What follows belongs to an exercise in optimizing a design on an open flow for small area; a production flow would make more cautious choices. The RTL was checked by simulation tests, not by an equivalence proof against the original design. Power is estimated from default activity; no workload was simulated.

==> inputs of harbor <==
// iris_core
module iris_core (
    input  wire        clk,
    input  wire        rst,         
    input  wire        cmd_valid,
    output wire        cmd_ready,
    input  wire [39:0] cmd,
    output reg         rsp_valid,
    output wire [39:0] rsp
);
clock: 10.0 ns
lec_check: 0
cap_margin: 20
core_margin: 2
core_utilization: 40
place_density: 0.6
slew_margin: 20
standard.sh (not shown) runs the stock make flow with config.mk's settings and CLKGATE_MAP_FILE= SYNTH_SCRIPT=/design/flow/synth_recipe.tcl, a recipe that flattens the netlist after the stock synthesis.
==> flow/flow/run.sh <==
#!/bin/bash
# Own layout flow: the standard ORFS flow, with an area-oriented ABC
# script in synthesis and CTS arguments from flow/cts_args (if present).
# Each tool's full output goes to a log file in the work folder.
set -euo pipefail
W=$(pwd)
export AREA_ABC_SCRIPT=$W/flow/area.abc
export FLOW_SYNTH_TCL=$W/synth_recipe.tcl
# flow settings from the standard flow's config.mk, also on make's command line (as standard.sh does)
knobs=()
while read -r k v; do
  knobs+=("$k=$v")
done < <(sed -n 's/^export \(CAP_MARGIN\|CORE_MARGIN\|CORE_UTILIZATION\|PLACE_DENSITY\|SLEW_MARGIN\|CTS_CLUSTER_SIZE\|CTS_CLUSTER_DIAMETER\|CTS_BUF_LIST\|DIE_AREA\|CORE_AREA\|GPL_TIMING_DRIVEN\|GPL_ROUTABILITY_DRIVEN\) = \(.*\)$/\1 \2/p' config.mk)
if [[ -f flow/cts_args ]]; then
  export CTS_ARGS="$(cat flow/cts_args)"
fi
make -C "$FLOW_HOME" DESIGN_CONFIG="$W/config.mk" WORK_HOME="$W/orfs" CLKGATE_MAP_FILE= \
  SYNTH_SCRIPT="$W/flow/synth.tcl" "${knobs[@]}" finish > "$W/make_flow.log" 2>&1
R="$W/orfs/results/${FLOW_PLATFORM:-sky130hd}/iris_core/base"
: # left out here: write the final layout as DEF
==> flow/flow/area.abc <==
strash
dch -f
amap
strash
dch -f
amap
topo
==> flow/flow/cts_args <==
-sink_clustering_enable -repair_clock_nets -dont_use_dummy_load -sink_clustering_size 26 -sink_clustering_max_diameter 120
==> flow/flow/synth.tcl <==
# Standard synthesis (synth_recipe.tcl, sourced below) with one change: the
# combinational mapping runs an area-oriented ABC script (flow/area.abc)
# instead of ORFS's delay-oriented one. Registers are mapped before ABC
# runs and ABC never sees them, so they are the standard synthesis's.
proc abc {args} {
  set i [lsearch $args -script]
  if {$i >= 0} {
    set args [lreplace $args [expr {$i + 1}] [expr {$i + 1}] $::env(AREA_ABC_SCRIPT)]
  }
  puts "area flow: abc $args"
  yosys abc {*}$args
}
source $::env(FLOW_SYNTH_TCL)
==> garnet: changes against harbor <==
--- a/flow/design.v
+++ b/flow/design.v
@@ -80,18 +80,18 @@
     assign rsp = {2'b00, rsp_st[4:3], 1'b0, rsp_st[2:0], 24'd0, rsp_d};
     reg [2:0]  state;
     reg        sub;        
     reg        ksync;      
     reg        klps;       
     reg [7:0]  c;
     reg        prev;       
-    reg [2:0]  lpsval;
     reg [3:0]  k;          
     reg [4:0]  v;          
     reg [3:0]  rem;        
+    wire [2:0] lpsval = rem[2:0];
     reg        ok;
     wire [3:0] m = hdr_len;
     wire [4:0] n = data_len;
     wire [7:0]  op    = cmd[39:32];
     wire [31:0] arg   = cmd[31:0];
     wire [23:0] idx   = cmd[31:8];
     wire [7:0]  abyte = cmd[7:0];
@@ -137,40 +137,38 @@
     wire       at_tgt  = (ph[2:0] == tgt[2:0]) && (p8 || ph[3] == tgt[3]);
     wire       rot_mod = o_rot && snap_ok;
     wire idle = (state == S_IDLE);
     assign cmd_ready = idle ? (!(p16 || p8) || at_tgt) && !rot_mod
                             : (state == S_MOD) && (v == 5'd31);
     wire accept = cmd_valid && cmd_ready;
     wire do_cmd = accept && idle && legal;
-    reg        reg_ok;
-    reg [4:0]  reg_val;
+    wire [3:0] rno    = abyte[3:0];
+    wire       reg_ok = (abyte[7:5] == 3'd0) &&
+                        (abyte[4] ? (rno[3:2] == 2'd0) : (rno <= 4'd12));
+    reg  [4:0] lo_v;
     always @(*) begin
-        reg_ok  = 1'b1;
-        reg_val = 5'd0;
-        case (abyte)
-            8'h00: reg_val = {2'd0, rb_full, rb_empty, rb_valid};
-            8'h01: reg_val = capacity;
-            8'h02: reg_val = {1'b0, head};
-            8'h03: reg_val = {1'b0, tail};
-            8'h04: reg_val = {4'd0, snap_present};
-            8'h05: reg_val = data_len;
-            8'h06: reg_val = {4'd0, hdr_present};
-            8'h07: reg_val = {1'b0, hdr_len};
-            8'h08: reg_val = {1'b0, lps_len};
-            8'h09: reg_val = {4'd0, hp_valid};
-            8'h0A: reg_val = {1'b0, header_pos};
-            8'h0B: reg_val = out_len;
-            8'h0C: reg_val = {2'd0, fs_state};
-            8'h10: reg_val = 5'd16;
-            8'h11: reg_val = 5'd16;
-            8'h12: reg_val = 5'd8;
-            8'h13: reg_val = 5'd1;
-            default: reg_ok = 1'b0;
+        case (rno)
+            4'h0: lo_v = {2'd0, rb_full, rb_empty, rb_valid};
+            4'h1: lo_v = capacity;
+            4'h2: lo_v = {1'b0, head};
+            4'h3: lo_v = {1'b0, tail};
+            4'h4: lo_v = {4'd0, snap_present};
+            4'h5: lo_v = data_len;
+            4'h6: lo_v = {4'd0, hdr_present};
+            4'h7: lo_v = {1'b0, hdr_len};
+            4'h8: lo_v = {1'b0, lps_len};
+            4'h9: lo_v = {4'd0, hp_valid};
+            4'hA: lo_v = {1'b0, header_pos};
+            4'hB: lo_v = out_len;
+            4'hC: lo_v = {2'd0, fs_state};
+            default: lo_v = 5'bx;
         endcase
     end
+    wire [4:0] hi_v    = {~rno[1], rno[1] & ~rno[0], 2'b00, rno[1] & rno[0]};
+    wire [4:0] reg_val = abyte[4] ? hi_v : lo_v;
     wire ord_bad = idx_hi5 || (idx[4:0] >= out_len);
     wire lrd_bad = idx_ge16 || (idx[3:0] >= lps_len);
     wire pm_null = !hdr_present || (!o_lps && !snap_ok);
     reg [7:0] ist;
     reg [7:0] idat;
     reg       ilong;
     always @(*) begin
@@ -386,20 +384,20 @@
                 else if (v == 5'd31)
                     state <= S_ROT;
             end
             S_LPS: begin
                 if (!sub) begin
                     if (at_k) begin
                         c      <= hdr_t;
-                        lpsval <= 3'd0;
+                        rem    <= 4'd0;
                         sub    <= 1'b1;
                     end
                 end else begin
                     if (vnew)
-                        lpsval <= t + 3'd1;
+                        rem    <= {1'b0, t + 3'd1};
                     if (at_k) begin
                         sub <= 1'b0;
                         k   <= k_inc[3:0];
                         if (lps_end) begin
                             k <= 4'd0;
                             v <= 5'd0;
                             if (fin) state <= S_IDLE;
--- a/flow/flow/run.sh
+++ b/flow/flow/run.sh
@@ -7,14 +7,16 @@
 export AREA_ABC_SCRIPT=$W/flow/area.abc
 export FLOW_SYNTH_TCL=$W/synth_recipe.tcl
 # flow settings from the standard flow's config.mk, also on make's command line (as standard.sh does)
 knobs=()
 while read -r k v; do
   knobs+=("$k=$v")
 done < <(sed -n 's/^export \(CAP_MARGIN\|CORE_MARGIN\|CORE_UTILIZATION\|PLACE_DENSITY\|SLEW_MARGIN\|CTS_CLUSTER_SIZE\|CTS_CLUSTER_DIAMETER\|CTS_BUF_LIST\|DIE_AREA\|CORE_AREA\|GPL_TIMING_DRIVEN\|GPL_ROUTABILITY_DRIVEN\) = \(.*\)$/\1 \2/p' config.mk)
+# every port keeps its buffer; the smallest buffer cell is enough here
+export BUFFER_PORTS_ARGS="-buffer_cell sky130_fd_sc_hd__buf_1"
 if [[ -f flow/cts_args ]]; then
   export CTS_ARGS="$(cat flow/cts_args)"
 fi
 make -C "$FLOW_HOME" DESIGN_CONFIG="$W/config.mk" WORK_HOME="$W/orfs" CLKGATE_MAP_FILE= \
   SYNTH_SCRIPT="$W/flow/synth.tcl" "${knobs[@]}" finish > "$W/make_flow.log" 2>&1
 R="$W/orfs/results/${FLOW_PLATFORM:-sky130hd}/iris_core/base"
 : # left out here: write the final layout as DEF
==> flow/flow/area.abc (replaced) <==
strash
&get -n
&deepsyn -T 20
&put
dch -f
amap
topo
==> flow/flow/cts_args (replaced) <==
-sink_clustering_enable -repair_clock_nets -dont_use_dummy_load -sink_clustering_size 24 -sink_clustering_max_diameter 120
==> notes.md <==
Critical path type: harbor in2reg; garnet in2out
Post-layout util: harbor 45.3%; garnet 44.4%
Share of power burned in the clock network: harbor 26.9%; garnet 28.8%
Core outline area: harbor 42,100 um2; garnet 41,000 um2
Compound-cell area share of the yosys netlist: harbor 13.3%; garnet 12.7%
Worst Min Path Start: harbor snp[50]$_DFF_P_; garnet hdr[46]$_DFF_P_
Total via count in the routed design: harbor 11,700; garnet 10,900
Non-filler instance count after layout: harbor 2,179; garnet 2,095
Post-route worst hold slack: harbor 308 ps; garnet 296 ps
Placer's final routability congestion estimate: harbor 0.943; garnet 0.962
Status: harbor no timing/DRC/antenna violations; garnet no timing/DRC/antenna violations
Number of sinks on the clock net: harbor 572; garnet 569
RR Startpoint: harbor ph[2]$_SDFF_PP0_; garnet state[0]$_SDFFE_PP0P_
Clock skew: harbor 45.5 ps; garnet 56.5 ps
Nature of the critical path endpoint: harbor flip-flop; garnet output port
Switching Share: harbor 26.0%; garnet 24.6%

==> separate check: timing with driven ports <==
The results above use ideal ports. As a check the final layouts listed here were re-extracted and re-timed, cells and wires unchanged.
Step 1: set_driving_cell puts a clkbuf_16 on clk and a buf_2 on each other input, an assumption about the parent block.
Step 2 moves the port delays by t, midway between the first and last clock arrival at a register: inputs arrive t later, outputs are due t later. That takes back most of the time a late clock gives input paths.
Three values: no drivers, after step 1, after step 2; two values: the first two.
run	shift t [ns]	slack for setup (ns)	worst setup path after step 2	latest minus earliest clock arrival (ns)
harbor	0.623	0.851 / 0.884 / 0.262	input to register	0.059 / 0.059
garnet	0.617	2.027 / 2.006 / 2.006	input to output	0.072 / 0.071
After both steps every run listed still meets setup and hold. The setup slack of harbor, which loses most, moves by +0.033 ns with the drivers and by -0.589 ns with both steps.
